Background: an optimization exercise with open tools, aiming at small area, a short achievable clock period and few clock cycles. Do not read the settings as production practice.
No run shown here included a check of the RTL's function; only the layout flow was run.
Power figures rest on the tool's default switching activity, not on a simulated workload.

`config.mk`:
```
export PLATFORM = sky130hd
export DESIGN_NAME = tfps
export DESIGN_NICKNAME = tfps
export VERILOG_FILES = /design/flow/design.v
export SDC_FILE = /design/flow/constraint.sdc
export NUM_CORES = 4
export LEC_CHECK = 0
export CAP_MARGIN = 20
export CORE_MARGIN = 2
export CORE_UTILIZATION = 40
export SLEW_MARGIN = 20
```
`constraint.sdc`:
```
create_clock -name core_clock -period 37.0 [get_ports {clk}]
set_input_delay 7.4000 -clock core_clock [delete_from_list [all_inputs] [get_ports {clk}]]
set_output_delay 7.4000 -clock core_clock [all_outputs]
set_load 0.01 [all_outputs]
```
`design.v`:
```
module tfps (
    input  wire        clk,
    input  wire        rst,
    input  wire        cmd_valid,
    output wire        cmd_ready,
    input  wire [63:0] cmd,
    output reg         rsp_valid,
    output reg  [39:0] rsp,
    output wire        tx_valid,
    output reg  [7:0]  tx_byte,
    output reg         tx_probe,
    input  wire        tx_ready
);
    localparam [7:0] OP_FBEGIN = 8'h01, OP_FBYTE = 8'h02, OP_FW16 = 8'h03,
                     OP_FW32   = 8'h04, OP_FEND  = 8'h05,
                     OP_PACK   = 8'h10, OP_UNPACK = 8'h11, OP_DSPLIT = 8'h12,
                     OP_TICK   = 8'h20, OP_SETHM  = 8'h21, OP_POLL   = 8'h22,
                     OP_CFGWR  = 8'h30, OP_CFGRD  = 8'h31, OP_INIT   = 8'h32;
    localparam [7:0] ST_OK = 8'h00, ST_NONE = 8'h01, ST_CHUNK = 8'h02,
                     ST_NOTREADY = 8'h03, ST_ABANDONED = 8'h04,
                     ST_INITFAIL = 8'h0D, ST_SEQERR = 8'h0E, ST_ILLEGAL = 8'h0F;
    localparam [1:0] FS_IDLE = 2'd0, FS_OPEN = 2'd1, FS_ABANDONED = 2'd2;
    localparam integer DSTEP = 4;             
    localparam [3:0]   DCYC  = 4'(32 / DSTEP);  
    reg              mode_q;
    reg  [1:0]       fstate_q;
    reg  [15:0]      crc_q;
    reg  [31:0]      now_q;
    reg  [10:0]      gen_q;
    reg  [31:0]      hc_q;
    reg  [31:0]      hp_q;
    reg  [3:0][7:0]  sid_q;
    reg  [3:0][7:0]  sm_q;
    reg  [3:0][7:0]  rr_q;
    reg  [31:0]      delim_q;
    reg  [10:0][31:0] lring_q;     
    reg  [10:0][31:0] iring_q;     
    reg  [3:0]       hptr_q;       
    reg  [3:0]       clr_q;        
    reg              pend_q;       
    reg  [3:0]       pend_g_q;
    wire [7:0] d_start = delim_q[7:0];
    wire [7:0] d_stop  = delim_q[15:8];
    wire [7:0] d_esc   = delim_q[23:16];
    wire [7:0] d_mask  = delim_q[31:24];
    reg         q_v;
    reg  [7:0]  q_op;
    reg  [7:0]  q_a;
    reg  [15:0] q_b;
    reg  [31:0] q_c;
    reg         ready_q;       
    reg         txv_q;         
    reg  [2:0]  em_idx;        
    reg         em_esc;        
    reg  [3:0]  em_cnt;        
    reg  [7:0]  it_q;          
    reg         res_q;         
    assign cmd_ready = ready_q;
    assign tx_valid  = txv_q;
    reg  [3:0]  scan_cnt;
    reg         scan_found;
    reg  [31:0] scan_best;
    reg  [3:0]  scan_g;
    function automatic [15:0] crc_fold(input [15:0] c, input [7:0] b);
        integer i;
        reg [15:0] x;
        begin
            x = c ^ {8'h00, b};
            for (i = 0; i < 8; i = i + 1)
                x = x[0] ? ((x >> 1) ^ 16'h8408) : (x >> 1);
            crc_fold = x;
        end
    endfunction
    function automatic resv(input [7:0] x, input [31:0] d);
        resv = (x == d[7:0]) || (x == d[15:8]) || (x == d[23:16]);
    endfunction
    function automatic [3:0] rkey(input [3:0] g);
        case (g)
            4'd3:    rkey = 4'd10;
            4'd0:    rkey = 4'd9;
            4'd1:    rkey = 4'd8;
            4'd2:    rkey = 4'd7;
            4'd8:    rkey = 4'd6;
            4'd6:    rkey = 4'd5;
            4'd5:    rkey = 4'd4;
            4'd4:    rkey = 4'd3;
            4'd7:    rkey = 4'd2;
            4'd10:   rkey = 4'd1;
            default: rkey = 4'd0;
        endcase
    endfunction
    wire op_fbegin = (q_op == OP_FBEGIN);
    wire op_fbyte  = (q_op == OP_FBYTE);
    wire op_fw16   = (q_op == OP_FW16);
    wire op_fw32   = (q_op == OP_FW32);
    wire op_fend   = (q_op == OP_FEND);
    wire op_data   = op_fbyte | op_fw16 | op_fw32;
    wire op_pack   = (q_op == OP_PACK);
    wire op_unpack = (q_op == OP_UNPACK);
    wire op_dsplit = (q_op == OP_DSPLIT);
    wire op_tick   = (q_op == OP_TICK);
    wire op_sethm  = (q_op == OP_SETHM);
    wire op_poll   = (q_op == OP_POLL);
    wire op_cfgwr  = (q_op == OP_CFGWR);
    wire op_cfgrd  = (q_op == OP_CFGRD);
    wire op_init   = (q_op == OP_INIT);
    wire [2:0] em_last = op_fw32 ? 3'd6 : op_fw16 ? 3'd4 : op_fend ? 3'd2 : 3'd0;
    wire        clearing = (clr_q != 4'd0);
    wire        pend_hit = pend_q && (pend_g_q == hptr_q);
    wire [31:0] now_dec  = now_q - 32'd1;
    wire [31:0] head_l   = clearing ? 32'd0 : pend_hit ? now_dec : lring_q[0];
    wire [31:0] head_i   = clearing ? 32'd0 : iring_q[0];
    wire [3:0]  hptr_n   = (hptr_q == 4'd10) ? 4'd0 : hptr_q + 4'd1;
    wire q_a_ring_i = (q_a[7:4] == 4'h1) && (q_a[3:0] <= 4'd10);
    wire q_a_ring_l = (q_a[7:4] == 4'h2) && (q_a[3:0] <= 4'd10);
    wire q_at_head  = (q_a[3:0] == hptr_q);
    wire [31:0] sc_el   = now_q - head_l;
    wire [32:0] sc_ovx  = {1'b0, sc_el} - {1'b0, head_i};
    wire        sc_elig = gen_q[hptr_q] && !sc_ovx[32];
    wire [35:0] sc_key  = {sc_ovx[31:0], rkey(hptr_q)};
    wire [35:0] sc_bkey = {scan_best, rkey(scan_g)};
    wire        sc_take = sc_elig && (!scan_found || (sc_key > sc_bkey));
    wire        scan_rdy = (scan_cnt == 4'd11);
    wire health_trig = gen_q[3] && (hc_q != hp_q);
    reg [4:0] f_width;
    reg [4:0] f_offset;
    always @(*) begin
        case (q_a[4:0])
            5'd0:    begin f_width = 5'd4;  f_offset = 5'd0;  end
            5'd1:    begin f_width = 5'd2;  f_offset = 5'd4;  end
            5'd2:    begin f_width = 5'd8;  f_offset = 5'd6;  end
            5'd3:    begin f_width = 5'd8;  f_offset = 5'd14; end
            5'd4:    begin f_width = 5'd10; f_offset = 5'd22; end
            5'd5:    begin f_width = 5'd9;  f_offset = 5'd0;  end
            5'd6:    begin f_width = 5'd8;  f_offset = 5'd9;  end
            5'd7:    begin f_width = 5'd15; f_offset = 5'd17; end
            5'd8:    begin f_width = 5'd5;  f_offset = 5'd0;  end
            5'd9:    begin f_width = 5'd2;  f_offset = 5'd5;  end
            5'd10:   begin f_width = 5'd1;  f_offset = 5'd7;  end
            5'd11:   begin f_width = 5'd1;  f_offset = 5'd8;  end
            5'd12:   begin f_width = 5'd1;  f_offset = 5'd9;  end
            5'd13:   begin f_width = 5'd1;  f_offset = 5'd10; end
            5'd14:   begin f_width = 5'd12; f_offset = 5'd12; end
            5'd15:   begin f_width = 5'd7;  f_offset = 5'd25; end
            5'd16:   begin f_width = 5'd9;  f_offset = 5'd0;  end
            5'd17:   begin f_width = 5'd8;  f_offset = 5'd9;  end
            5'd18:   begin f_width = 5'd11; f_offset = 5'd17; end
            5'd19:   begin f_width = 5'd11; f_offset = 5'd0;  end
            5'd20:   begin f_width = 5'd10; f_offset = 5'd11; end
            default: begin f_width = 5'd11; f_offset = 5'd21; end
        endcase
    end
    wire        field_ok      = (q_a <= 8'd21);
    wire [31:0] f_limit       = (32'd1 << f_width) - 32'd1;
    wire [31:0] pack_clamped  = q_c[31] ? 32'd0 : (q_c > f_limit) ? f_limit : q_c;
    wire [31:0] pack_result   = pack_clamped << f_offset;
    wire [31:0] unpack_result = (q_c >> f_offset) & f_limit;
    reg [13:0] dsp_p;
    always @(*) begin
        case (q_a[2:0])
            3'd0:    dsp_p = 14'd1;
            3'd1:    dsp_p = 14'd10;
            3'd2:    dsp_p = 14'd100;
            3'd3:    dsp_p = 14'd1000;
            default: dsp_p = 14'd10000;
        endcase
    end
    wire        dsp_first = (em_cnt == 4'd0);
    wire        dsp_neg   = dsp_first ? q_c[31] : q_b[15];
    reg  [13:0] dv_r;
    reg  [31:0] dv_d;
    reg  [14:0] dv_t2;
    reg  [15:0] dv_tr;
    integer di;
    always @(*) begin
        dv_r = dsp_first ? 14'd0 : q_b[13:0];
        dv_d = q_c;
        for (di = 0; di < DSTEP; di = di + 1) begin
            dv_t2 = {dv_r, dv_d[31] ^ dsp_neg};
            dv_tr = {1'b0, dv_t2} - {2'b00, dsp_p};
            if (!dv_tr[15]) dv_r = dv_tr[13:0];
            else            dv_r = dv_t2[13:0];
            dv_d = {dv_d[30:0], !dv_tr[15]};
        end
    end
    wire        fin_neg = q_b[15];
    wire        fin_c   = (q_b[13:0] == dsp_p - 14'd1);
    wire [15:0] fin_rem = !fin_neg ? {2'b00, q_b[13:0]} : fin_c ? 16'd0 : {2'b11, ~q_b[13:0]};
    wire        fin_ovp = (q_c[31:15] != 17'd0);
    wire        fin_ovn = (q_c[31:16] != 16'd0) || (q_c[15] && (fin_c || (q_c[14:0] != 15'd0)));
    wire [15:0] fin_qn  = fin_c ? ~q_c[15:0] : (16'd0 - q_c[15:0]);
    wire [15:0] fin_quo = !fin_neg ? (fin_ovp ? 16'h7FFF : q_c[15:0])
                                   : (fin_ovn ? 16'h8000 : fin_qn);
    reg        poll_hit;
    reg [1:0]  poll_slot;
    integer si;
    always @(*) begin
        poll_hit  = 1'b0;
        poll_slot = 2'd0;
        for (si = 3; si >= 0; si = si - 1) begin
            if (sm_q[si] != 8'd0 && sid_q[si] == q_a) begin
                poll_hit  = 1'b1;
                poll_slot = si[1:0];
            end
        end
    end
    wire [7:0] rr_cur  = rr_q[poll_slot];
    wire [8:0] rr_inc  = {1'b0, rr_cur} + 9'd1;
    wire [7:0] rr_next = (rr_inc >= {1'b0, sm_q[poll_slot]}) ? 8'd0 : rr_inc[7:0];
    reg        reg_ok;
    reg        reg_rw;
    reg [31:0] reg_rdata;
    always @(*) begin
        reg_ok    = 1'b1;
        reg_rw    = 1'b0;
        reg_rdata = 32'd0;
        if (q_a == 8'h00) begin
            reg_rdata = {29'd0, fstate_q, mode_q};
        end else if (q_a == 8'h01) begin
            reg_rdata = delim_q;
            reg_rw    = 1'b1;
        end else if (q_a == 8'h02) begin
            reg_rdata = {21'd0, gen_q};
            reg_rw    = 1'b1;
        end else if (q_a == 8'h03) begin
            reg_rdata = now_q;
        end else if (q_a == 8'h04) begin
            reg_rdata = hc_q;
        end else if (q_a == 8'h05) begin
            reg_rdata = hp_q;
        end else if (q_a_ring_i) begin
            reg_rdata = head_i;
            reg_rw    = 1'b1;
        end else if (q_a_ring_l) begin
            reg_rdata = head_l;
        end else if (q_a >= 8'h30 && q_a <= 8'h33) begin
            reg_rdata = {8'd0, rr_q[q_a[1:0]], sm_q[q_a[1:0]], sid_q[q_a[1:0]]};
            reg_rw    = 1'b1;
        end else begin
            reg_ok    = 1'b0;
        end
    end
    wire [7:0] x_start = d_start ^ d_mask;
    wire [7:0] x_stop  = d_stop  ^ d_mask;
    wire [7:0] x_esc   = d_esc   ^ d_mask;
    wire delim_valid =
        (d_esc != d_start) && (d_esc != d_stop) && (d_mask != 8'd0) &&
        (x_start != d_start) && (x_start != d_stop) && (x_start != d_esc) &&
        (x_stop  != d_start) && (x_stop  != d_stop) && (x_stop  != d_esc) &&
        (x_esc   != d_start) && (x_esc   != d_stop) && (x_esc   != d_esc);
    wire       it_done   = !res_q || em_esc;           
    wire       last_draw = (em_idx == em_last) && it_done;
    wire [2:0] nidx      = em_idx + 3'd1;
    wire [15:0] trailer  = ~crc_q;
    reg  [7:0] nit;
    always @(*) begin
        if (op_fend) nit = (nidx == 3'd1) ? trailer[15:8] : d_stop;
        else begin
            case (nidx)
                3'd1:    nit = q_b[7:0];
                3'd2:    nit = q_b[15:8];
                3'd3:    nit = q_c[7:0];
                3'd4:    nit = q_c[15:8];
                3'd5:    nit = q_c[23:16];
                default: nit = q_c[31:24];
            endcase
        end
    end
    wire       nres      = resv(nit, delim_q) && !(op_fend && nidx == 3'd2);
    wire [7:0] cont_byte = !it_done ? (it_q ^ d_mask) : (nres ? d_esc : nit);
    reg         x_done;
    reg  [7:0]  r_st;
    reg  [31:0] r_data;
    reg         mode_n;
    reg  [1:0]  fstate_n;
    reg  [15:0] crc_n;
    reg         now_inc;
    reg         hc_wr, hp_wr, delim_wr, gen_wr, sens_wr, rr_wr, iring_wr;
    reg         pend_set;
    reg  [3:0]  pend_g_n;
    reg         scan_restart;
    reg         x_cont;        
    reg         x_will_done;   
    reg         em_adv;        
    reg  [3:0]  tick_g;
    always @(*) begin
        x_done       = 1'b0;
        r_st         = ST_ILLEGAL;
        r_data       = 32'd0;
        mode_n       = mode_q;
        fstate_n     = fstate_q;
        crc_n        = crc_q;
        now_inc      = 1'b0;
        hc_wr        = 1'b0;
        hp_wr        = 1'b0;
        delim_wr     = 1'b0;
        gen_wr       = 1'b0;
        sens_wr      = 1'b0;
        rr_wr        = 1'b0;
        iring_wr     = 1'b0;
        pend_set     = 1'b0;
        pend_g_n     = 4'd3;
        scan_restart = 1'b0;
        x_will_done  = 1'b0;
        em_adv       = 1'b0;
        tick_g       = health_trig ? 4'd3 : scan_g;
        if (q_v) begin
            if (txv_q) begin
                if (op_fbegin) crc_n = 16'hFFFF;
                else if (op_data && tx_ready && it_done) crc_n = crc_fold(crc_q, it_q);
                if (!tx_ready) begin
                    x_done   = 1'b1;
                    r_st     = ST_ABANDONED;
                    r_data   = {28'd0, em_cnt};
                    fstate_n = op_fend ? FS_IDLE : FS_ABANDONED;
                end else if (last_draw) begin
                    x_done   = 1'b1;
                    r_st     = ST_OK;
                    r_data   = {28'd0, em_cnt + 4'd1};
                    fstate_n = op_fend ? FS_IDLE : FS_OPEN;
                end else begin
                    em_adv      = 1'b1;
                    x_will_done = !it_done ? (em_idx == em_last)
                                           : ((nidx == em_last) && !nres);
                end
            end else begin
                x_done = 1'b1;
                case (q_op)
                    OP_FBEGIN: r_st = ST_ILLEGAL;
                    OP_FBYTE, OP_FW16, OP_FW32, OP_FEND: begin
                        if (!mode_q) r_st = ST_ILLEGAL;
                        else if (fstate_q == FS_IDLE) r_st = ST_SEQERR;
                        else begin
                            r_st = ST_ABANDONED;
                            if (op_fend) fstate_n = FS_IDLE;
                        end
                    end
                    OP_PACK: begin
                        if (field_ok) begin r_st = ST_OK; r_data = pack_result; end
                    end
                    OP_UNPACK: begin
                        if (field_ok) begin r_st = ST_OK; r_data = unpack_result; end
                    end
                    OP_DSPLIT: begin
                        if (q_a <= 8'd4) begin
                            if (em_cnt != DCYC) begin
                                x_done      = 1'b0;
                                x_will_done = (em_cnt == DCYC - 4'd1);
                            end else begin
                                r_st   = ST_OK;
                                r_data = {fin_quo, fin_rem};
                            end
                        end
                    end
                    OP_TICK: begin
                        if (mode_q) begin
                            if (!tx_probe) begin
                                x_done      = 1'b0;
                                x_will_done = 1'b0;    
                            end else begin
                                now_inc      = 1'b1;
                                scan_restart = 1'b1;
                                if (!tx_ready) r_st = ST_NOTREADY;
                                else if (q_a[0]) r_st = ST_CHUNK;
                                else if (!health_trig && !scan_found) r_st = ST_NONE;
                                else begin
                                    r_st     = ST_OK;
                                    r_data   = {28'd0, tick_g};
                                    pend_set = 1'b1;
                                    pend_g_n = tick_g;
                                    hp_wr    = health_trig;
                                end
                            end
                        end
                    end
                    OP_SETHM: begin
                        if (mode_q) begin r_st = ST_OK; hc_wr = 1'b1; end
                    end
                    OP_POLL: begin
                        if (mode_q) begin
                            if (!poll_hit) r_st = ST_NONE;
                            else begin
                                r_st   = ST_OK;
                                r_data = {22'd0, poll_slot, rr_cur};
                                rr_wr  = 1'b1;
                            end
                        end
                    end
                    OP_CFGWR: begin
                        if (!mode_q && reg_ok && reg_rw) begin
                            if (q_a_ring_i && !q_at_head) begin
                                x_done      = 1'b0;
                                x_will_done = (q_a[3:0] == hptr_n);
                            end else begin
                                r_st = ST_OK;
                                if (q_a == 8'h01) delim_wr = 1'b1;
                                else if (q_a == 8'h02) begin gen_wr = 1'b1; scan_restart = 1'b1; end
                                else if (q_a_ring_i) begin iring_wr = 1'b1; scan_restart = 1'b1; end
                                else sens_wr = 1'b1;
                            end
                        end
                    end
                    OP_CFGRD: begin
                        if (reg_ok) begin
                            if ((q_a_ring_i || q_a_ring_l) && !q_at_head) begin
                                x_done      = 1'b0;
                                x_will_done = (q_a[3:0] == hptr_n);
                            end else begin
                                r_st   = ST_OK;
                                r_data = reg_rdata;
                            end
                        end
                    end
                    OP_INIT: begin
                        if (!mode_q) begin
                            if (!delim_valid) r_st = ST_INITFAIL;
                            else begin r_st = ST_OK; mode_n = 1'b1; end
                        end
                    end
                    default: r_st = ST_ILLEGAL;
                endcase
            end
        end
        x_cont = q_v && !x_done;
    end
    wire [3:0] scan_cnt_n = scan_restart ? 4'd0 : scan_rdy ? scan_cnt : scan_cnt + 4'd1;
    wire       scan_rdy_n = (scan_cnt_n == 4'd11);
    wire probe_wait = x_cont && op_tick && !tx_probe && scan_rdy_n;
    wire        acc   = cmd_valid && ready_q;
    wire [7:0]  y_op  = cmd[63:56];
    wire [7:0]  y_a   = cmd[55:48];
    wire        y_fbegin = (y_op == OP_FBEGIN);
    wire        y_fend   = (y_op == OP_FEND);
    wire        y_data   = (y_op == OP_FBYTE) || (y_op == OP_FW16) || (y_op == OP_FW32);
    wire        y_multi  = (y_op == OP_FW16) || (y_op == OP_FW32) || y_fend || (y_op == OP_FBYTE);
    wire        y_emit   = mode_n && (y_fbegin || ((y_data || y_fend) && fstate_n == FS_OPEN));
    wire        y_tick   = (y_op == OP_TICK);
    wire        y_probe  = y_tick && mode_n && scan_rdy_n;
    wire        y_ring   = ((y_op == OP_CFGRD) && (y_a[7:4] == 4'h1 || y_a[7:4] == 4'h2)) ||
                           ((y_op == OP_CFGWR) && (y_a[7:4] == 4'h1));
    wire        y_wait   = (y_op == OP_DSPLIT) || (y_tick && mode_n && !scan_rdy_n) ||
                           (y_ring && (y_a[3:0] != hptr_n)) || (y_multi && y_emit);
    wire [7:0]  fend0    = ~crc_n[7:0];
    wire        fend0_r  = resv(fend0, delim_q);
    wire        ya_r     = resv(y_a, delim_q);
    wire [7:0]  y_byte   = y_fbegin ? d_start : y_fend ? (fend0_r ? d_esc : fend0)
                                              : (ya_r ? d_esc : y_a);
    wire [7:0]  y_it     = y_fend ? fend0 : y_a;
    wire        y_res    = !y_fbegin && (y_fend ? fend0_r : ya_r);
    always @(posedge clk) begin
        hptr_q  <= hptr_n;
        lring_q <= {(clearing ? 32'd0 : pend_hit ? now_dec : lring_q[0]), lring_q[10:1]};
        iring_q <= {(iring_wr ? q_c : clearing ? 32'd0 : iring_q[0]), iring_q[10:1]};
        if (clearing) clr_q <= clr_q - 4'd1;
        if (pend_hit) pend_q <= 1'b0;
        rsp_valid <= x_done;
        if (x_done) rsp <= {r_st, r_data};
        mode_q   <= mode_n;
        fstate_q <= fstate_n;
        crc_q    <= crc_n;
        if (now_inc)  now_q   <= now_q + 32'd1;
        if (hc_wr)    hc_q    <= q_c;
        if (hp_wr)    hp_q    <= hc_q;
        if (delim_wr) delim_q <= q_c;
        if (gen_wr)   gen_q   <= q_c[10:0];
        if (sens_wr) begin
            sid_q[q_a[1:0]] <= q_c[7:0];
            sm_q[q_a[1:0]]  <= q_c[15:8];
        end
        if (rr_wr) rr_q[poll_slot] <= rr_next;
        if (pend_set) begin
            pend_q   <= 1'b1;
            pend_g_q <= pend_g_n;
        end
        scan_cnt <= scan_cnt_n;
        if (scan_restart) scan_found <= 1'b0;
        else if (!scan_rdy && sc_take) begin
            scan_found <= 1'b1;
            scan_best  <= sc_ovx[31:0];
            scan_g     <= hptr_q;
        end
        if (q_v && !txv_q && op_dsplit && em_cnt != DCYC) begin
            q_c    <= dv_d;
            q_b    <= {dsp_neg, 1'b0, dv_r};
            em_cnt <= em_cnt + 4'd1;
        end
        if (em_adv) begin
            em_cnt  <= em_cnt + 4'd1;
            tx_byte <= cont_byte;
            if (!it_done) em_esc <= 1'b1;
            else begin
                em_esc <= 1'b0;
                em_idx <= nidx;
                it_q   <= nit;
                res_q  <= nres;
            end
        end
        txv_q    <= em_adv;
        tx_probe <= probe_wait;
        ready_q  <= !x_cont || x_will_done || probe_wait;
        if (x_done) q_v <= 1'b0;
        if (acc) begin
            q_v      <= 1'b1;
            q_op     <= y_op;
            q_a      <= y_a;
            q_b      <= cmd[47:32];
            q_c      <= cmd[31:0];
            em_idx   <= 3'd0;
            em_esc   <= 1'b0;
            em_cnt   <= 4'd0;
            it_q     <= y_it;
            res_q    <= y_res;
            tx_byte  <= y_byte;
            txv_q    <= y_emit;
            tx_probe <= y_probe;
            ready_q  <= !y_wait;
        end
        if (rst) begin
            q_v        <= 1'b0;
            ready_q    <= 1'b1;
            txv_q      <= 1'b0;
            tx_probe   <= 1'b0;
            rsp_valid  <= 1'b0;
            mode_q     <= 1'b0;
            fstate_q   <= FS_IDLE;
            now_q      <= 32'd0;
            gen_q      <= 11'd0;
            hc_q       <= 32'd0;
            hp_q       <= 32'd0;
            sid_q      <= '0;
            sm_q       <= '0;
            rr_q       <= '0;
            delim_q    <= 32'h207D7E7E;
            hptr_q     <= 4'd0;
            clr_q      <= 4'd11;
            pend_q     <= 1'b0;
            scan_cnt   <= 4'd0;
            scan_found <= 1'b0;
        end
    end
endmodule
```
`run.sh`:
```
#!/bin/bash
# synth_recipe.tcl (not shown) runs the flow's synth.tcl, then flattens the netlist and writes it again
# the make line also repeats each setting of config.mk as NAME=value (left out here)
make -C /OpenROAD-flow-scripts/flow DESIGN_CONFIG=/design/flow/config.mk WORK_HOME=/design/flow/orfs CLKGATE_MAP_FILE= SYNTH_SCRIPT=/design/flow/synth_recipe.tcl finish
```
==> impl_results.md, run 1 <==
* WP buf/inv at 4
* CP max FO at 39
* Synth area leader: dfxtp_1
* Site Rows at 134
* DRC viols at 0
* Crit path required time at around 37 ns
* Comb power frac at 12.2%
* Antenna violations before repair at 7
* Clock Latency Late Sink at ~0.8 ns
* CTS root buffer: clkbuf_16
* Remaining antenna violation count at 0
* Crit end category: flip-flop
* Switch share at 26.9%
* Sequential area share after synthesis at 46.0%
* Synth area leaders: dfxtp_1 37%, edfxtp_1 9.2%, ha_1 5.3%
* Initial core utilization at 40.4%
* Max-slew headroom at between 20% and 30%
* Worst path depth at 49
* Setup violators final at 0
* Ys flop type: dfxtp_1
* H-tree depth at 3
* Hpwl dp at 135000 µm
* 1st-pass router iterations at 8
* Fraction of layout cells with a size suffix above 1 at 7.97%
* Clock Skews at 0.0966 ns
* Crit path DAT at 14.25 ns
* Detailed-route via count at between 40000 and 50000
* Clock-pin transition on the worst setup and hold timing paths at approximately 0.060 ns
* Delay-heaviest family, CP: compound AO/OA/AOI/OAI gates
* Vias in the first global route at ~42000
* Syn Std Cell Area at 54000 µm²
* Seq cells post-synth at 1159
* Hold Path Cell Cnt at 0
* Post-CTS Setup Inserts at 0
* Synthesized area per cell at 9.32 µm²
* Clock Power Share at 41.7%
* Wire per inst at 24.8 µm
* Max_cap viols at 0
* Port buffer count at roughly 120
* Status: timing/DRC/antenna clean
* Global-route wire length before repair at 276000 µm
* Max Transition Viols Final at 0
* Synthesized instance count at 5792
* Chip height at 371 µm
* Leakage at 23.8 nW
* Hold WC Path Type: flip-flop to flip-flop
* Final #Nets at 6049
* Yosys warns at 1
* Setup_tns at 0 ns
* Final min period at 13.78 ns
* Max VDD drop at between 0.00004 and 0.00005 V
* Placed cell count at 7396
* Post-CTS Hold Buffers at 0
* Max Root-Sink Buffers at 3
* Area share of the largest cell type after synthesis at 36.9%
* Worst setup SP type: flip-flop
* WL final at 189000 µm
* Largest registers: iring_q: 352 flops, lring_q: 352 flops, rsp: 36 flops
* Sw power at roughly 0.00076 W
* Die X at 371 µm
* Reg2Reg Depth at 49
* Kind of critical path: flip-flop to flip-flop
* Largest net degree at the start of global routing at 102
* Number of distinct library cells after synthesis at 103
* Total congestion overflow at 0
* Cell area after placement at 56800 µm²
* Cts repair resizes at 0
* Vias per cell at 5.91
* GRT Total Usage at 26.8%
* Initial drt markers at between 5000 and 6000
* Most common cell on crit path: a21oi_1
* CORE AREA at between 100000 and 150000 µm²
* PwrDens at 46.7 nW/µm²
* Final Hold Viols at 0
* Fin cells at roughly 7600
* Die ar. at 138000 µm²
* Reg power frac at 46.1%
* Slowest-stage cell, CP: or3_1
* Num CTS Buffers at 115
* Slowest stage delay, CP at 0.60 ns
* I/O Pins at 120
* Routability congestion estimate at approximately 0.98
* Asr flop ratio synth at 0%
* RSZ-0062 raised after global routing: false
* Worst Hold Slack at around 0.26 ns
* CTS tree: yes
* Slack of the worst reg-to-reg path at 23.22 ns
* # clock sinks at 1159
* Fin area at 60700 µm²
* Transition time of the tightest slew-check pin at 1.19 ns
* Power Internal at 0.00207 W
* Fmax at 0.0726 GHz
* Fin crit share at 37.2%
* Synthesis-to-finish area growth at 12.5%
* Post-synth EDFFs at 165
[metrics by stage]
stage               total power [W]  util [%]  setup WS (ns)
finish                      0.00284      45.4          23.22
global placement            0.00167      42.5          23.66
global route                0.00293      45.4          22.00
CTS                         0.00285      45.4          23.41
floorplan                   0.00155         -          24.61
detailed placement          0.00167      42.5          23.45
[power by group through the flow]
| stage | Combinational (W) | Clock, W | Sequential (W) |
|---|---|---|---|
| 2_1_floorplan | 0.000225 | 0 | 0.00132 |
| 3_3_place_gp | 0.000331 | 0 | 0.00134 |
| 3_5_place_dp | 0.000331 | 0 | 0.00134 |
| 5_1_grt | 0.000367 | 0.00126 | 0.00131 |
| 4_1_cts | 0.000332 | 0.00121 | 0.00131 |
| 6_report | 0.000345 | 0.00118 | 0.00131 |
[worst reg2reg max path, delay by kind of cell (launching register included)]
| family | cells | cell delay, ns |
|---|---|---|
| adders and majority gates | 5 | 1.72 |
| AOI/OAI and AO/OA | 28 | 6.84 |
| DFF | 1 | 0.33 |
| and+or+nand+nor | 10 | 2.81 |
| buffers and inverters | 4 | 1.05 |
| muxes | 2 | 0.82 |
[cells in the mapped netlist, drive strengths merged, types with 32 or more instances]
master  instances
dfxtp         994
nand2         651
nor2          506
clkbuf        345
o21ai         322
a21oi         320
ha            229
xor2          205
inv           197
xnor2         185
edfxtp        165
a22oi         140
mux2i         137
nand3         135
nor3          100
nor4           66
a21o           59
a31oi          59
mux4           57
o211ai         57
a211oi         52
nand4          51
buf            45
or3            43
nor2b          42
and2           40
nand2b         40
o221ai         38
and3           36
o21a           32
[final cells by class]
class | instances | area (µm²)
Fill cell | 12683 | 72900
Tap cell | 1768 | 2210
Sequential cell | 1159 | 24900
Multi-Input combinational cell | 4057 | 27100
Inverter | 199 | 748
Clock inverter | 57 | 623
Antenna cell | 2 | 5.00
Timing Repair Buffer | 214 | 1900
Clock buffer | 159 | 3290
[logic make-up after synthesis]
family / share of synthesized area (%)
AND/OR/NAND/NOR: 15.6
AO/OA/AOI/OAI: 16.8
flip-flops: 46.0
buffers and inverters: 4.16
XOR/XNOR: 6.33
adder cells (fa/ha/maj): 5.53
multiplexers: 5.53
other: 0.0139
[per-layer routing]
metal / wire (µm) / vias up / track usage (%)
met1: 77700 / 21525 / 35.6
met4: 12000 / 2 / 15.0
li1: - / 20529 / -
met5: 13 / - / 0
met3: 18400 / 586 / 5.81
met2: 80600 / 2326 / 40.2
[final timing paths]
check | start | to
max | q_a[1]$_DFFE_PP_ | q_b[2]$_DFFE_PP_
min | iring_q[104]$_DFF_P_ | iring_q[72]$_DFF_P_
min reg2reg | iring_q[104]$_DFF_P_ | iring_q[72]$_DFF_P_
max reg2reg | q_a[1]$_DFFE_PP_ | q_b[2]$_DFFE_PP_
[cells in the final DEF, fill, tap and decap left out, types with 40 or more instances in the layout]
| cell | Yosys | routed |
|---|---|---|
| mux2i_1 | 137 | 137 |
| o211ai_1 | 57 | 57 |
| nand2b_1 | 40 | 40 |
| xnor2_1 | 185 | 185 |
| buf_4 | 4 | 98 |
| a21oi_1 | 315 | 315 |
| clkdlybuf4s50_1 | 0 | 114 |
| ha_1 | 229 | 229 |
| nand3_1 | 135 | 135 |
| nor3_1 | 100 | 97 |
| or3_1 | 43 | 42 |
| nand4_1 | 51 | 51 |
| edfxtp_1 | 165 | 165 |
| nor4_1 | 64 | 61 |
| a21o_1 | 59 | 59 |
| a211oi_1 | 50 | 49 |
| inv_1 | 193 | 193 |
| mux4_2 | 57 | 57 |
| nor2b_1 | 42 | 42 |
| clkbuf_16 | 0 | 119 |
| xor2_1 | 205 | 205 |
| dfxtp_1 | 994 | 991 |
| nand2_1 | 651 | 649 |
| a22oi_1 | 140 | 140 |
| nor2_1 | 506 | 502 |
| o21ai_0 | 316 | 314 |
| a31oi_1 | 57 | 56 |
==> run 2, diff against run 1 <==
--- a/design.v
+++ b/design.v
@@ -22,4 +22,3 @@
     localparam [1:0] FS_IDLE = 2'd0, FS_OPEN = 2'd1, FS_ABANDONED = 2'd2;
-    localparam integer DSTEP = 4;             
-    localparam [3:0]   DCYC  = 4'(32 / DSTEP);  
+    localparam [3:0]   DCYC  = 4'd8;          
     reg              mode_q;
@@ -63,2 +62,5 @@
     reg  [3:0]  scan_g;
+    reg  [3:0]  scan_rk;
+    reg  [31:0] sc_el_q;
+    reg  [3:0]  sc_g_q;
     function automatic [15:0] crc_fold(input [15:0] c, input [7:0] b);
@@ -107,4 +109,4 @@
     wire [2:0] em_last = op_fw32 ? 3'd6 : op_fw16 ? 3'd4 : op_fend ? 3'd2 : 3'd0;
-    wire        clearing = (clr_q != 4'd0);
-    wire        pend_hit = pend_q && (pend_g_q == hptr_q);
+    wire        clearing = clr_q[3] | clr_q[2] | clr_q[1] | clr_q[0];
+    reg         pend_hit;      
     wire [31:0] now_dec  = now_q - 32'd1;
@@ -117,70 +119,65 @@
     wire [31:0] sc_el   = now_q - head_l;
-    wire [32:0] sc_ovx  = {1'b0, sc_el} - {1'b0, head_i};
-    wire        sc_elig = gen_q[hptr_q] && !sc_ovx[32];
-    wire [35:0] sc_key  = {sc_ovx[31:0], rkey(hptr_q)};
-    wire [35:0] sc_bkey = {scan_best, rkey(scan_g)};
-    wire        sc_take = sc_elig && (!scan_found || (sc_key > sc_bkey));
-    wire        scan_rdy = (scan_cnt == 4'd11);
+    wire [32:0] sc_ovx  = {1'b0, sc_el_q} - {1'b0, iring_q[10]};
+    wire        sc_elig = gen_q[sc_g_q] && !sc_ovx[32];
+    wire [35:0] sc_key  = {sc_ovx[31:0], rkey(sc_g_q)};
+    wire [35:0] sc_bkey = {scan_best, scan_rk};
+    wire        sc_b    = (scan_cnt != 4'd0) && (scan_cnt != 4'd12);
+    wire        sc_take = sc_b && sc_elig && (!scan_found || (sc_key > sc_bkey));
+    wire        scan_rdy = (scan_cnt == 4'd12);
     wire health_trig = gen_q[3] && (hc_q != hp_q);
-    reg [4:0] f_width;
-    reg [4:0] f_offset;
+    localparam [109:0] LANE_W = {5'd11, 5'd10, 5'd11, 5'd11, 5'd8, 5'd9, 5'd7,
+                                 5'd12, 5'd1, 5'd1, 5'd1, 5'd1, 5'd2, 5'd5,
+                                 5'd15, 5'd8, 5'd9, 5'd10, 5'd8, 5'd8, 5'd2, 5'd4};
+    localparam [109:0] LANE_O = {5'd21, 5'd11, 5'd0, 5'd17, 5'd9, 5'd0, 5'd25,
+                                 5'd12, 5'd10, 5'd9, 5'd8, 5'd7, 5'd5, 5'd0,
+                                 5'd17, 5'd9, 5'd0, 5'd22, 5'd14, 5'd6, 5'd4, 5'd0};
+    wire        field_ok = (q_a <= 8'd21);
+    reg  [31:0] pack_result;
+    reg  [31:0] unpack_result;
+    integer li;
     always @(*) begin
-        case (q_a[4:0])
-            5'd0:    begin f_width = 5'd4;  f_offset = 5'd0;  end
-            5'd1:    begin f_width = 5'd2;  f_offset = 5'd4;  end
-            5'd2:    begin f_width = 5'd8;  f_offset = 5'd6;  end
-            5'd3:    begin f_width = 5'd8;  f_offset = 5'd14; end
-            5'd4:    begin f_width = 5'd10; f_offset = 5'd22; end
-            5'd5:    begin f_width = 5'd9;  f_offset = 5'd0;  end
-            5'd6:    begin f_width = 5'd8;  f_offset = 5'd9;  end
-            5'd7:    begin f_width = 5'd15; f_offset = 5'd17; end
-            5'd8:    begin f_width = 5'd5;  f_offset = 5'd0;  end
-            5'd9:    begin f_width = 5'd2;  f_offset = 5'd5;  end
-            5'd10:   begin f_width = 5'd1;  f_offset = 5'd7;  end
-            5'd11:   begin f_width = 5'd1;  f_offset = 5'd8;  end
-            5'd12:   begin f_width = 5'd1;  f_offset = 5'd9;  end
-            5'd13:   begin f_width = 5'd1;  f_offset = 5'd10; end
-            5'd14:   begin f_width = 5'd12; f_offset = 5'd12; end
-            5'd15:   begin f_width = 5'd7;  f_offset = 5'd25; end
-            5'd16:   begin f_width = 5'd9;  f_offset = 5'd0;  end
-            5'd17:   begin f_width = 5'd8;  f_offset = 5'd9;  end
-            5'd18:   begin f_width = 5'd11; f_offset = 5'd17; end
-            5'd19:   begin f_width = 5'd11; f_offset = 5'd0;  end
-            5'd20:   begin f_width = 5'd10; f_offset = 5'd11; end
-            default: begin f_width = 5'd11; f_offset = 5'd21; end
-        endcase
-    end
-    wire        field_ok      = (q_a <= 8'd21);
-    wire [31:0] f_limit       = (32'd1 << f_width) - 32'd1;
-    wire [31:0] pack_clamped  = q_c[31] ? 32'd0 : (q_c > f_limit) ? f_limit : q_c;
-    wire [31:0] pack_result   = pack_clamped << f_offset;
-    wire [31:0] unpack_result = (q_c >> f_offset) & f_limit;
-    reg [13:0] dsp_p;
-    always @(*) begin
-        case (q_a[2:0])
-            3'd0:    dsp_p = 14'd1;
-            3'd1:    dsp_p = 14'd10;
-            3'd2:    dsp_p = 14'd100;
-            3'd3:    dsp_p = 14'd1000;
-            default: dsp_p = 14'd10000;
-        endcase
+        pack_result   = 32'd0;
+        unpack_result = 32'd0;
+        for (li = 0; li < 22; li = li + 1) begin
+            if (q_a[4:0] == li[4:0]) begin
+                pack_result = pack_result |
+                    (((q_c[31] ? 32'd0 :
+                       ((q_c >> LANE_W[li*5 +: 5]) != 32'd0) ? ((32'd1 << LANE_W[li*5 +: 5]) - 32'd1) :
+                       q_c)) << LANE_O[li*5 +: 5]);
+                unpack_result = unpack_result |
+                    ((q_c >> LANE_O[li*5 +: 5]) & ((32'd1 << LANE_W[li*5 +: 5]) - 32'd1));
+            end
+        end
     end
+    localparam [111:0] DSP_P1 = {14'd10000, 14'd10000, 14'd10000, 14'd10000,
+                                 14'd1000, 14'd100, 14'd10, 14'd1};
+    localparam [127:0] DSP_P2 = {16'd20000, 16'd20000, 16'd20000, 16'd20000,
+                                 16'd2000, 16'd200, 16'd20, 16'd2};
+    localparam [127:0] DSP_P3 = {16'd30000, 16'd30000, 16'd30000, 16'd30000,
+                                 16'd3000, 16'd300, 16'd30, 16'd3};
+    wire [13:0] dsp_p  = DSP_P1[q_a[2:0]*14 +: 14];
+    wire [15:0] dsp_p2 = DSP_P2[q_a[2:0]*16 +: 16];
+    wire [15:0] dsp_p3 = DSP_P3[q_a[2:0]*16 +: 16];
     wire        dsp_first = (em_cnt == 4'd0);
     wire        dsp_neg   = dsp_first ? q_c[31] : q_b[15];
-    reg  [13:0] dv_r;
-    reg  [31:0] dv_d;
-    reg  [14:0] dv_t2;
-    reg  [15:0] dv_tr;
-    integer di;
-    always @(*) begin
-        dv_r = dsp_first ? 14'd0 : q_b[13:0];
-        dv_d = q_c;
-        for (di = 0; di < DSTEP; di = di + 1) begin
-            dv_t2 = {dv_r, dv_d[31] ^ dsp_neg};
-            dv_tr = {1'b0, dv_t2} - {2'b00, dsp_p};
-            if (!dv_tr[15]) dv_r = dv_tr[13:0];
-            else            dv_r = dv_t2[13:0];
-            dv_d = {dv_d[30:0], !dv_tr[15]};
+    function automatic [15:0] dstep(input [13:0] r, input [1:0] b,
+                                    input [13:0] p1, input [15:0] p2, input [15:0] p3);
+        reg [15:0] r4;
+        reg [16:0] t1, t2, t3;
+        begin
+            r4 = {r, b};
+            t1 = {1'b0, r4} - {3'b000, p1};
+            t2 = {1'b0, r4} - {1'b0, p2};
+            t3 = {1'b0, r4} - {1'b0, p3};
+            if (!t3[16])      dstep = {2'd3, t3[13:0]};
+            else if (!t2[16]) dstep = {2'd2, t2[13:0]};
+            else if (!t1[16]) dstep = {2'd1, t1[13:0]};
+            else              dstep = {2'd0, r4[13:0]};
         end
-    end
+    endfunction
+    wire [13:0] dv_r0 = dsp_first ? 14'd0 : q_b[13:0];
+    wire [15:0] dv_s1 = dstep(dv_r0, q_c[31:30] ^ {2{dsp_neg}}, dsp_p, dsp_p2, dsp_p3);
+    wire [15:0] dv_s2 = dstep(dv_s1[13:0], q_c[29:28] ^ {2{dsp_neg}}, dsp_p, dsp_p2, dsp_p3);
+    wire [13:0] dv_r  = dv_s2[13:0];
+    wire [31:0] dv_d  = {q_c[27:0], dv_s1[15:14], dv_s2[15:14]};
     wire        fin_neg = q_b[15];
@@ -309,3 +306,3 @@
                 if (op_fbegin) crc_n = 16'hFFFF;
-                else if (op_data && tx_ready && it_done) crc_n = crc_fold(crc_q, it_q);
+                else if (op_data && it_done) crc_n = crc_fold(crc_q, it_q);
                 if (!tx_ready) begin
@@ -426,3 +423,3 @@
     wire [3:0] scan_cnt_n = scan_restart ? 4'd0 : scan_rdy ? scan_cnt : scan_cnt + 4'd1;
-    wire       scan_rdy_n = (scan_cnt_n == 4'd11);
+    wire       scan_rdy_n = (scan_cnt_n == 4'd12);
     wire probe_wait = x_cont && op_tick && !tx_probe && scan_rdy_n;
@@ -455,4 +452,6 @@
         if (pend_hit) pend_q <= 1'b0;
+        pend_hit <= pend_set ? (pend_g_n == hptr_n)
+                             : (pend_q && !pend_hit && (pend_g_q == hptr_n));
         rsp_valid <= x_done;
-        if (x_done) rsp <= {r_st, r_data};
+        rsp       <= {r_st, r_data};
         mode_q   <= mode_n;
@@ -470,12 +469,13 @@
         if (rr_wr) rr_q[poll_slot] <= rr_next;
-        if (pend_set) begin
-            pend_q   <= 1'b1;
-            pend_g_q <= pend_g_n;
-        end
+        if (pend_set) pend_q <= 1'b1;
+        if (q_v && op_tick && tx_probe) pend_g_q <= tick_g;
         scan_cnt <= scan_cnt_n;
+        sc_el_q  <= sc_el;
+        sc_g_q   <= hptr_q;
         if (scan_restart) scan_found <= 1'b0;
-        else if (!scan_rdy && sc_take) begin
+        else if (sc_take) begin
             scan_found <= 1'b1;
             scan_best  <= sc_ovx[31:0];
-            scan_g     <= hptr_q;
+            scan_g     <= sc_g_q;
+            scan_rk    <= rkey(sc_g_q);
         end
@@ -484,7 +484,6 @@
             q_b    <= {dsp_neg, 1'b0, dv_r};
-            em_cnt <= em_cnt + 4'd1;
         end
-        if (em_adv) begin
-            em_cnt  <= em_cnt + 4'd1;
-            tx_byte <= cont_byte;
+        if ((q_v && !txv_q && op_dsplit) || txv_q) em_cnt <= em_cnt + 4'd1;
+        tx_byte <= cont_byte;
+        if (txv_q) begin
             if (!it_done) em_esc <= 1'b1;
@@ -536,2 +535,3 @@
             pend_q     <= 1'b0;
+            pend_hit   <= 1'b0;
             scan_cnt   <= 4'd0;
==> run 2 against run 1 <==
Still clean on timing, DRC and antenna; combinational power fell by 43%; routed wire length is 3.4% lower; core utilization rose by 0.18 points; synthesized cell count shrank 3.7%; clock skew decreased by 0.056 ns; power fell by 2.4%.
==> impl_results.md, run 2 <==
* Status: timing/DRC/antenna clean (unchanged)
* CTS root buffer: clkbuf_16 (unchanged)
* Num CTS Buffers at 116 (was 115)
* Fin crit share at 27.0% (was 37.2%)
* Remaining antenna violation count at 0 (unchanged)
* DRC viols at 0 (unchanged)
* Worst setup SP type: input pin (was flip-flop)
* Pre-CTS worst setup slack at 26.29 ns (was 23.45 ns)
* Post-CTS Hold Buffers at 0 (unchanged)
* GRT Total Usage at 26.7% (was 26.8%)
* Routability congestion estimate at 0.979 (was 0.983)
* Max Root-Sink Buffers at 3 (unchanged)
* Post-synth EDFFs at 125 (was 165)
* Hold Path Cell Cnt at 0 (unchanged)
* # clock sinks at 1187 (was 1159)
* Ys flop type: dfxtp_1 (unchanged)
* Hold Path End: lring_q[83]$_DFF_P_ (was iring_q[72]$_DFF_P_)
* Setup violators final at 0 (unchanged)
* Seq cells post-synth at 1187 (was 1159)
* Total congestion overflow at 0 (unchanged)
* Crit end category: flip-flop (unchanged)
* Hpwl dp at 130000 µm (was 135000 µm)
* Crit path DAT at 10.68 ns (was 14.25 ns)
* Yosys warns at 1 (unchanged)
* Post-synthesis xor/xnor area fraction at 7.22% (was 6.33%)
* Commonest cells after routing, fill and taps aside: 1061 x dfxtp_1, 580 x nand2_1, 455 x nor2_1 (was 991 x dfxtp_1, 649 x nand2_1, 502 x nor2_1)
* Die X at 365 µm (was 371 µm)
* Leakage at 23.1 nW (was 23.8 nW)
* Fin area at 59100 µm² (was 60700 µm²)
* Initial drt markers at 4786 (was 5660)
* CORE AREA at 129000 µm² (was 134000 µm²)
* Antenna violations before repair at 4 (was 7)
* Clock Latency Late Sink at 0.74 ns (was 0.78 ns)
* Final min period at 10.01 ns (was 13.78 ns)
* Hold WC Path Type: flip-flop to flip-flop (unchanged)
* 1st-pass router iterations at 8 (unchanged)
* Fill cell count at 12389 (was 12683)
* Final setup margin at 26.99 ns (was 23.22 ns)
* Synth area leader: dfxtp_1 (unchanged)
* Fmax at 0.0999 GHz (was 0.0726 GHz)
* Final #Nets at 5816 (was 6049)
* Crit path required time at 37.67 ns (was 37.47 ns)
* Asr flop ratio synth at 0% (unchanged)
* Number of distinct library cells after synthesis at 93 (was 103)
* Sequential area share after synthesis at 48.0% (was 46.0%)
* Port buffer count at 115 (unchanged)
* Core utilization of the finished layout at 45.6% (was 45.4%)
* Synthesized instance count at 5578 (was 5792)
* CP max FO at 17 (was 39)
* Clock-pin transition on the worst setup and hold timing paths at 0.07 ns (was 0.06 ns)
* Max_cap viols at 0 (unchanged)
* Reg2Reg Depth at 24 (was 49)
* Post-CTS Setup Inserts at 0 (unchanged)
* Most common cell after layout, fill and taps aside: dfxtp_1 (unchanged)
* Compound-cell area share of the yosys netlist at 16.9% (was 16.8%)
* CTS tree: yes (unchanged)
* Hold_sp: lring_q[115]$_DFF_P_ (was iring_q[104]$_DFF_P_)
* Overall Power at 0.00277 W (was 0.00284 W)
* Global-route wire length before repair at 266000 µm (was 276000 µm)
* Area share of the largest cell type after synthesis at 40.8% (was 36.9%)
* H-tree depth at 3 (unchanged)
* Mux cell area share after synthesis at 3.25% (was 5.53%)
* Kind of critical path: input pin to flip-flop (was flip-flop to flip-flop)
* Max-slew headroom at 17.5% (was 20.6%)
* Synthesized area per cell at 9.35 µm² (was 9.32 µm²)
* Reg-to-Reg End: q_b[10]$_DFFE_PP_ (was q_b[2]$_DFFE_PP_)
* Vias in the first global route at 39980 (was 41696)
* Max VDD drop at 0.0000390 V (was 0.0000442 V)
* Count leader, synth: dfxtp_1 (unchanged)
* Largest net degree at the start of global routing at 102 (unchanged)
* RSZ-0062 raised after global routing: false (unchanged)
* Post-Synth Adder-Cell Area at 5.13% (was 5.53%)
* Cts repair resizes at 0 (unchanged)
* Most frequent cells after synthesis: 1062 x dfxtp_1, 582 x nand2_1, 456 x nor2_1, 339 x a21oi_1, 319 x clkbuf_1 (was 994 x dfxtp_1, 651 x nand2_1, 506 x nor2_1, 345 x clkbuf_1, 316 x o21ai_0)
* Largest registers: iring_q: 352 flops, lring_q: 352 flops, rsp: 36 flops (unchanged)
* I/O Pins at 120 (unchanged)
* Transition time of the tightest slew-check pin at 1.23 ns (was 1.19 ns)
* Fraction of layout cells with a size suffix above 1 at 7.57% (was 7.97%)
* Detailed-route via count at 42716 (was 44968)
* Die ar. at 133000 µm² (was 138000 µm²)
* WL final at 182000 µm (was 189000 µm)
* Syn Std Cell Area at 52100 µm² (was 54000 µm²)
* PwrDens at 46.9 nW/µm² (was 46.7 nW/µm²)
* Cell area after placement at 54900 µm² (was 56800 µm²)
* Initial core utilization at 40.3% (was 40.4%)
* Max Transition Viols Final at 0 (unchanged)
* Synthesis-to-finish area growth at 13.3% (was 12.5%)
* Clock Skews at 0.0410 ns (was 0.0966 ns)
* Setup_tns at 0 ns (unchanged)
* Synth area leaders: dfxtp_1 41%, edfxtp_1 7.2%, ha_1 4.9% (was dfxtp_1 37%, edfxtp_1 9.2%, ha_1 5.3%)
* Largest family of logic cells by synthesized area: compound AO/OA/AOI/OAI gates (unchanged)
* Launch point of the worst reg-to-reg path: q_a[0]$_DFFE_PP_ (was q_a[1]$_DFFE_PP_)
* Wire per inst at 24.7 µm (was 24.8 µm)
* Simple-Gate Fraction of Synth Area at 15.3% (was 15.6%)
* Slack of the worst reg-to-reg path at 27.87 ns (was 23.22 ns)
* Vias per cell at 5.78 (was 5.91)
* Site Rows at 132 (was 134)
* Final Hold Viols at 0 (unchanged)
* Chip height at 365 µm (was 371 µm)
[run 2: critical path, cell delays in order]
cell	delay (ns)
clkdlybuf4s50_1	0.43
or4_1	0.62
nor3_1	0.20
nand2_1	0.42
or4_1	0.87
nand2_4	0.22
nor2_2	0.05
o41ai_2	0.23
o221a_1	0.22
[run 2: how the worst max path moves through the flow]
| stage | start | endpoint | slack [ns] | cells past startpoint |
|---|---|---|---|---|
| finish | cmd[59] | tx_byte[4]$_DFF_P_ | 26.99 | 9 |
| detailed placement | cmd[59] | tx_byte[4]$_DFF_P_ | 26.29 | 9 |
| global placement | cmd[59] | tx_byte[4]$_DFF_P_ | 26.30 | 9 |
| floorplan | cmd[59] | tx_byte[4]$_DFF_P_ | 27.44 | 9 |
| CTS | cmd[59] | tx_byte[4]$_DFF_P_ | 27.04 | 9 |
| global route | cmd[59] | tx_byte[4]$_DFF_P_ | 26.87 | 9 |
[run 2: final cells by class]
cell class              instances  area [µm²]  area share [%]
diodes                          6        15.0          0.0254
clock buffers                 155        3390            5.75
clock inverters                63         743            1.26
inverters                     190         713            1.21
multi-input cells            3827       25100            42.5
flip-flops and latches       1187       25000            42.4
well taps                    1742        2180            3.69
repair buffers                216        1910            3.23
[run 2: cell families after synthesis]
| kind of cell | count (synthesis) |
|---|---|
| compound gates | 1342 |
| xor+xnor | 430 |
| fa+ha+maj | 210 |
| buf+inv | 567 |
| flops | 1187 |
| mux | 135 |
| other cells | 1 |
| simple gates | 1706 |
[run 2: routing by layer]
| metal | track usage, % | up-vias | wire length [µm] |
|---|---|---|---|
| met5 | 0 | - | 28 |
| met4 | 15.5 | 4 | 12200 |
| li1 | - | 19663 | - |
| met1 | 35.3 | 20315 | 76000 |
| met2 | 40.4 | 2160 | 78000 |
| met3 | 5.64 | 574 | 16100 |
[run 2: per-stage QoR]
stage / std cells / hold slack [ns]
global route: 7380 / 0.313
CTS: 7380 / 0.310
global placement: 7161 / 0.310
finish: 7386 / 0.310
detailed placement: 7162 / 0.312
floorplan: 5581 / 0.310
[run 2: power breakdown]
| part | switching (W) | internal [W] |
|---|---|---|
| combinational | 0.000130 | 0.0000653 |
| sequential | 0.0000144 | 0.00131 |
| clock | 0.000531 | 0.000718 |
| total | 0.000676 | 0.00209 |

-- separate check: timing with driven ports --
The flow's constraints put no driver on any port. The routed layouts listed below were extracted and timed again, unchanged, in two steps.
Step 1 (the two cells are an assumption about what drives the block):
set clk [get_ports {clk}]
set_driving_cell -lib_cell sky130_fd_sc_hd__clkbuf_16 $clk
set_driving_cell -lib_cell sky130_fd_sc_hd__buf_2 [delete_from_list [all_inputs] $clk]
Step 2 adds t to the input delays and takes it off the output delays; t is the mean of the earliest and latest rising clock arrival at the registers after step 1. Input paths then give back, and output paths get back, about the clock's delay inside the block.
Slacks: ideal / step 1 / step 2; pairs: ideal / step 1.
run | shift t [ns] | setup slack, ns | worst setup path at the end | latest minus earliest clock arrival (ns) | pins driven straight from the clock port
run 1 | 0.823 | 23.220 / 23.220 / 23.220 | register to register | 0.100 / 0.100 | 1
run 2 | 0.790 | 26.993 / 27.043 / 26.253 | input to register | 0.041 / 0.041 | 1
After both steps every run listed still meets setup and hold. The setup slack of run 2, which loses most, moves by +0.050 ns with the drivers and by -0.740 ns with both steps.
